From an optimization exercise on the open Yosys and OpenROAD flow, aimed at small area, a short achievable clock period and few clock cycles per item; shortcuts taken in it are not production practice. Where RTL was checked, it was by simulation tests only, not by an equivalence proof against the original. No driver is modelled on the clock port, so clocking that relies on it looks cheaper here than on a real chip. Power is estimated from default activity; no workload was simulated.

## ring_monitor
module ring_monitor #(
    parameter integer N    = 64,
    parameter integer IDXW = 6       
) (
    input  wire            clk,
    input  wire            rst,            
    input  wire            ev_valid,
    output wire            ev_ready,
    input  wire [3:0]      ev_code,
    input  wire            ev_party,       
    input  wire            ev_ring,        
    input  wire [7:0]      ev_index,       
    output reg             done,
    output wire            done_ok,        
    output reg  [IDXW:0]   done_count,     
    output reg             sig_rx,         
    output reg             rx_int_enable,  
    output reg             tx_kick,        
    output reg             reclaim_valid,  
    output wire [IDXW-1:0] reclaim_idx,
    output reg  [6:0]      viol,
    output reg  [15:0]     err_cnt
);
export LEC_CHECK = 0
export CAP_MARGIN = 20
export CORE_MARGIN = 2
export CORE_UTILIZATION = 40
export PLACE_DENSITY = 0.6
export SLEW_MARGIN = 20
export BUFFER_PORTS_ARGS = -buffer_cell sky130_fd_sc_hd__buf_1
export SETUP_SLACK_MARGIN = 5.55
export CTS_ARGS = -sink_clustering_enable -repair_clock_nets -dont_use_dummy_load -buf_list sky130_fd_sc_hd__clkbuf_8
create_clock -name core_clock -period 8.0 [get_ports {clk}]
standard.sh (not shown) runs the stock make flow with config.mk's settings and CLKGATE_MAP_FILE= SYNTH_SCRIPT=/design/flow/synth_recipe.tcl, a recipe that flattens the netlist after the stock synthesis.
==> flow/flow/run.sh <==
#!/bin/bash
# Own layout flow: the standard layout (standard.sh), with two settings added to config.mk:
#  - port buffers of a plain buffer cell (sky130_fd_sc_hd__buf_2) instead of the delay buffer
#    the resizer picks by default; every input and output port still gets its own buffer;
#  - a larger setup slack margin for repair_timing, so that it aims at a shorter period.
# The clock period, constraints, synthesis, floorplan, power grid and tap cells are unchanged.
set -euo pipefail
cat >> config.mk <<'EOC'
export BUFFER_PORTS_ARGS = -buffer_cell sky130_fd_sc_hd__buf_1
export SETUP_SLACK_MARGIN = 5.55
export CTS_ARGS = -sink_clustering_enable -repair_clock_nets -dont_use_dummy_load -buf_list sky130_fd_sc_hd__clkbuf_8
EOC
bash standard.sh > standard.log 2>&1
Edit:
--- a/flow/flow/run.sh
+++ b/flow/flow/run.sh
@@ -9,3 +9,3 @@
 export BUFFER_PORTS_ARGS = -buffer_cell sky130_fd_sc_hd__buf_1
-export SETUP_SLACK_MARGIN = 5.55
+export SETUP_SLACK_MARGIN = 5.4
 export CTS_ARGS = -sink_clustering_enable -repair_clock_nets -dont_use_dummy_load -buf_list sky130_fd_sc_hd__clkbuf_8
--- a/flow/config.mk
+++ b/flow/config.mk
@@ -13,3 +13,3 @@
 export BUFFER_PORTS_ARGS = -buffer_cell sky130_fd_sc_hd__buf_1
-export SETUP_SLACK_MARGIN = 5.55
+export SETUP_SLACK_MARGIN = 5.4
 export CTS_ARGS = -sink_clustering_enable -repair_clock_nets -dont_use_dummy_load -buf_list sky130_fd_sc_hd__clkbuf_8
Outcome: Clock power is about the same; total power drops by 0.71%; wire length drops by 7.5%; global-route usage drops by 0.95 points; utilization drops by 5.2 points; die area stays the same; combinational power drops by 8.9%; cell area drops by 9.9%; clock skew stays flat; setup slack gets worse by 49 ps.
No run of this note included a check of the RTL's function; only the layout flow was run.

========
== run 1 ==
Another version of the RTL of ring_monitor (not shown whole).
Size in the first run: about 60 I/O pins.
Settings: LEC_CHECK=0, CAP_MARGIN=20, CORE_MARGIN=2, CORE_UTILIZATION=40, PLACE_DENSITY=0.6, SLEW_MARGIN=20, BUFFER_PORTS_ARGS=-buffer_cell sky130_fd_sc_hd__buf_2, SETUP_SLACK_MARGIN=5.3, CTS_ARGS=-sink_clustering_enable -repair_clock_nets -dont_use_dummy_load; clock period 8.0 ns.
==> flow/flow/run.sh <==
#!/bin/bash
# Own layout flow: the standard layout (standard.sh), with two settings added to config.mk:
#  - port buffers of a plain buffer cell (sky130_fd_sc_hd__buf_2) instead of the delay buffer
#    the resizer picks by default; every input and output port still gets its own buffer;
#  - a larger setup slack margin for repair_timing, so that it aims at a shorter period.
# The clock period, constraints, synthesis, floorplan, power grid and tap cells are unchanged.
set -euo pipefail
cat >> config.mk <<'EOC'
export BUFFER_PORTS_ARGS = -buffer_cell sky130_fd_sc_hd__buf_2
export SETUP_SLACK_MARGIN = 5.3
export CTS_ARGS = -sink_clustering_enable -repair_clock_nets -dont_use_dummy_load
EOC
bash standard.sh > standard.log 2>&1
Run 1: no failed stages, no open violations at the end
Testbench counts of run 1, summed over its fixed seeds: cycles 35,524, events 32,000.
What run 2 does differently from run 1 at the input level:
Settings: changing CTS_ARGS from -sink_clustering_enable -repair_clock_nets -dont_use_dummy_load to -sink_clustering_enable -repair_clock_nets -dont_use_dummy_load -buf_list sky130_fd_sc_hd__clkbuf_8.
--- a/flow/flow/run.sh
+++ b/flow/flow/run.sh
@@ -10,3 +10,3 @@
 export SETUP_SLACK_MARGIN = 5.3
-export CTS_ARGS = -sink_clustering_enable -repair_clock_nets -dont_use_dummy_load
+export CTS_ARGS = -sink_clustering_enable -repair_clock_nets -dont_use_dummy_load -buf_list sky130_fd_sc_hd__clkbuf_8
 EOC
[summary]
When run 2 is measured against run 1, its time the final worst path needs with I/O delays and setup turns out 0.016 ns lower. Run 2 vs run 1 — core utilization dropped 0.45 points. Part of the power in the clock network in run 2 is 8.3 points lower than in run 1. Side by side, leakage power figure turned out lower in run 2 than in run 1. Run 2 vs. run 1: worst-path maximum fanout went down by 2. The higher met1 wire length of run 2 and run 1 is in run 2. Count of placed standard cells in the final layout, fillers left out grows slightly when moving from run 1 to run 2. Lower maximum cell stage delay along the critical path goes to run 2 over run 1. Run 2 ends up with higher sequential share of layout area than run 1 does. As far as number of buffers created by CTS goes, run 2 and run 1 are indistinguishable; the numbers are identical.
Setup changes, run 2 to run 3
Settings: clearing CTS_ARGS, which used to be -sink_clustering_enable -repair_clock_nets -dont_use_dummy_load -buf_list sky130_fd_sc_hd__clkbuf_8.
--- a/flow/flow/run.sh
+++ b/flow/flow/run.sh
@@ -10,3 +10,2 @@
 export SETUP_SLACK_MARGIN = 5.3
-export CTS_ARGS = -sink_clustering_enable -repair_clock_nets -dont_use_dummy_load -buf_list sky130_fd_sc_hd__clkbuf_8
 EOC
Time the worst path needs with I/O delays and setup in run 3 vs run 2: up 0.011 ns. Taking run 2 as the reference, in run 3 final weighted congestion in routability-driven placement roughly the same; vias after detailed routing roughly the same; design area higher; max-slew headroom at the worst pin higher; power of the combinational group lower. The worst hold slack of run 3 and that of run 2 are within noise of each other. Max freq run 2 -> run 3: degraded. When run 3 is set beside run 2, its setup slack after layout turns out to be 0.011 ns smaller.

========
Another version of the RTL of ring_monitor (not shown whole).
Size: about 670 cells after synthesis, ~88 flip-flops, ~60 I/O pins, roughly 0.0053 sq mm of cells after synthesis.
==> flow/config.mk <==
export PLATFORM = sky130hd
export DESIGN_NAME = ring_monitor
export DESIGN_NICKNAME = ring_monitor
export VERILOG_FILES = /design/flow/design.v
export SDC_FILE = /design/flow/constraint.sdc
export NUM_CORES = 4
export LEC_CHECK = 0
export ABC_AREA = 1
export CAP_MARGIN = 20
export CORE_MARGIN = 2
export CORE_UTILIZATION = 40
export PLACE_DENSITY = 0.6
export SLEW_MARGIN = 20
export BUFFER_PORTS_ARGS = -buffer_cell sky130_fd_sc_hd__buf_1
export SETUP_SLACK_MARGIN = 5.4
export CTS_ARGS = -sink_clustering_enable -repair_clock_nets -dont_use_dummy_load -buf_list sky130_fd_sc_hd__clkbuf_8
==> flow/constraint.sdc <==
create_clock -name core_clock -period 8.0 [get_ports {clk}]
set_input_delay 1.6000 -clock core_clock [delete_from_list [all_inputs] [get_ports {clk}]]
set_output_delay 1.6000 -clock core_clock [all_outputs]
set_load 0.01 [all_outputs]
==> flow/flow/run.sh <==
#!/bin/bash
# Own layout flow: the standard layout (standard.sh), with two settings added to config.mk:
#  - port buffers of a plain buffer cell (sky130_fd_sc_hd__buf_2) instead of the delay buffer
#    the resizer picks by default; every input and output port still gets its own buffer;
#  - a larger setup slack margin for repair_timing, so that it aims at a shorter period.
# The clock period, constraints, synthesis, floorplan, power grid and tap cells are unchanged.
set -euo pipefail
cat >> config.mk <<'EOC'
export BUFFER_PORTS_ARGS = -buffer_cell sky130_fd_sc_hd__buf_1
export SETUP_SLACK_MARGIN = 5.4
export CTS_ARGS = -sink_clustering_enable -repair_clock_nets -dont_use_dummy_load -buf_list sky130_fd_sc_hd__clkbuf_8
EOC
bash standard.sh > standard.log 2>&1
The baseline finished with timing, DRC and antenna clean.
Testbench counts at the start, summed over its fixed seeds: cycles 35,524, events 32,000.
Next try:
--- a/flow/flow/run.sh
+++ b/flow/flow/run.sh
@@ -2,2 +2,2 @@
-# Own layout flow: the standard layout (standard.sh), with two settings added to config.mk:
-#  - port buffers of a plain buffer cell (sky130_fd_sc_hd__buf_2) instead of the delay buffer
+# Own layout flow: the standard layout (standard.sh), with settings added to config.mk:
+#  - port buffers of a plain buffer cell (sky130_fd_sc_hd__buf_1) instead of the delay buffer
@@ -5 +5,3 @@
-#  - a larger setup slack margin for repair_timing, so that it aims at a shorter period.
+#  - a larger setup slack margin for repair_timing, so that it aims at a shorter period;
+#  - clock tree buffers of sky130_fd_sc_hd__clkbuf_8 and no dummy loads (ORFS's default
+#    clock_tree_synthesis arguments otherwise).
@@ -6,0 +9 @@
+# Tool output: standard.log here, and each ORFS step's log under orfs/logs/.
ABC_AREA = default   (was 1)
TNS_END_PERCENT = 5   (was default)
The new run completed without violations. Wire length goes down by a little under a tenth. Final cell count goes down by about a fifth. Non-clock buffer count goes down by 15. Setup slack loses 0.090 ns. Design area goes down by a few percent. Global-route usage goes down by 1.4 points. Hold slack loses 0.0085 ns. Clock skew goes down by 0.0058 ns. Sequential power goes up slightly. Synthesized cell count goes down by about a fifth. Sequential share of layout area goes up by 1.8 points.
Next try:
==> flow/flow/run.sh (replaced) <==
#!/bin/bash
# Own layout flow: the standard layout (standard.sh), with two settings added to config.mk:
#  - port buffers of a plain buffer cell (sky130_fd_sc_hd__buf_2) instead of the delay buffer
#    the resizer picks by default; every input and output port still gets its own buffer;
#  - a larger setup slack margin for repair_timing, so that it aims at a shorter period.
# The clock period, constraints, synthesis, floorplan, power grid and tap cells are unchanged.
set -euo pipefail
cat >> config.mk <<'EOC'
export BUFFER_PORTS_ARGS = -buffer_cell sky130_fd_sc_hd__buf_1
export SETUP_SLACK_MARGIN = 5.4
export CTS_ARGS = -sink_clustering_enable -repair_clock_nets -dont_use_dummy_load -buf_list sky130_fd_sc_hd__clkbuf_8
EOC
bash standard.sh > standard.log 2>&1
CORE_UTILIZATION = 65   (was 40)
PLACE_DENSITY = 0.8   (was 0.6)
TNS_END_PERCENT = default   (was 5)
=> The changed run finished clean; combinational power came out higher by about 0.7%; non-clock buffer count came out higher by 19; synthesized area is unchanged; sequential cell count stays the same; total power came out lower by 0.74%; hold slack is better by 0.031 ns.
Next try:
--- a/flow/flow/run.sh
+++ b/flow/flow/run.sh
@@ -2,2 +2,2 @@
-# Own layout flow: the standard layout (standard.sh), with two settings added to config.mk:
-#  - port buffers of a plain buffer cell (sky130_fd_sc_hd__buf_2) instead of the delay buffer
+# Own layout flow: the standard layout (standard.sh), with settings added to config.mk:
+#  - port buffers of a plain buffer cell (sky130_fd_sc_hd__buf_1) instead of the delay buffer
@@ -5 +5,3 @@
-#  - a larger setup slack margin for repair_timing, so that it aims at a shorter period.
+#  - a larger setup slack margin for repair_timing, so that it aims at a shorter period;
+#  - clock tree buffers of sky130_fd_sc_hd__clkbuf_8 and no dummy loads (ORFS's default
+#    clock_tree_synthesis arguments otherwise).
@@ -6,0 +9 @@
+# Tool output: standard.log here, and each ORFS step's log under orfs/logs/.
CORE_UTILIZATION = 40   (was 65)
PLACE_DENSITY = 0.6   (was 0.8)
Outcome: Cell area goes up by 3.1%. Maximum frequency goes up by 0.87%. Setup slack gains 0.023 ns. Routed wire length goes up by 2.6%. Area after synthesis is unchanged. Global-route usage goes down by 9.9 points. Final cell count goes up by 10%. Combinational power goes up by 8.9%. Register-to-register slack gains 0.12 ns.

## separate check: timing with driven ports
In the flow no input, the clock included, has a driving cell. The finished layouts below were timed again as built, in two steps. Step 1, drivers: a clkbuf_16 drives clk and a buf_2 each remaining input, both assumed. Step 2 adds t to the input delays and takes it off the output delays; t is the mean of the earliest and latest rising clock arrival at the registers after step 1. Input paths then give back, and output paths get back, about the clock's delay inside the block. Slacks: ideal / step 1 / step 2; pairs: ideal / step 1.
run	shift t [ns]	slack for setup (ns)	worst register clock-pin slew, ns
the first run of note 1	0.406	5.428 / 5.392 / 5.409	0.10 / 0.10
the second run of note 1	0.409	5.379 / 5.343 / 5.393	0.09 / 0.09
run 1	0.384	5.330 / 5.287 / 5.370	0.06 / 0.06
run 2	0.404	5.346 / 5.309 / 5.371	0.09 / 0.09
run 3	0.388	5.335 / 5.292 / 5.371	0.06 / 0.06
the first run of note 3	0.404	5.396 / 5.360 / 5.517	0.09 / 0.09
the second run of note 3	0.402	5.306 / 5.270 / 5.365	0.08 / 0.08
the third run of note 3	0.390	5.402 / 5.387 / 5.367	0.10 / 0.10
the fourth run of note 3	0.402	5.424 / 5.388 / 5.316	0.08 / 0.08
After both steps every run listed still meets setup and hold. The setup slack of the fourth run of note 3, which loses most, moves by -0.036 ns with the drivers and by -0.108 ns with both steps.
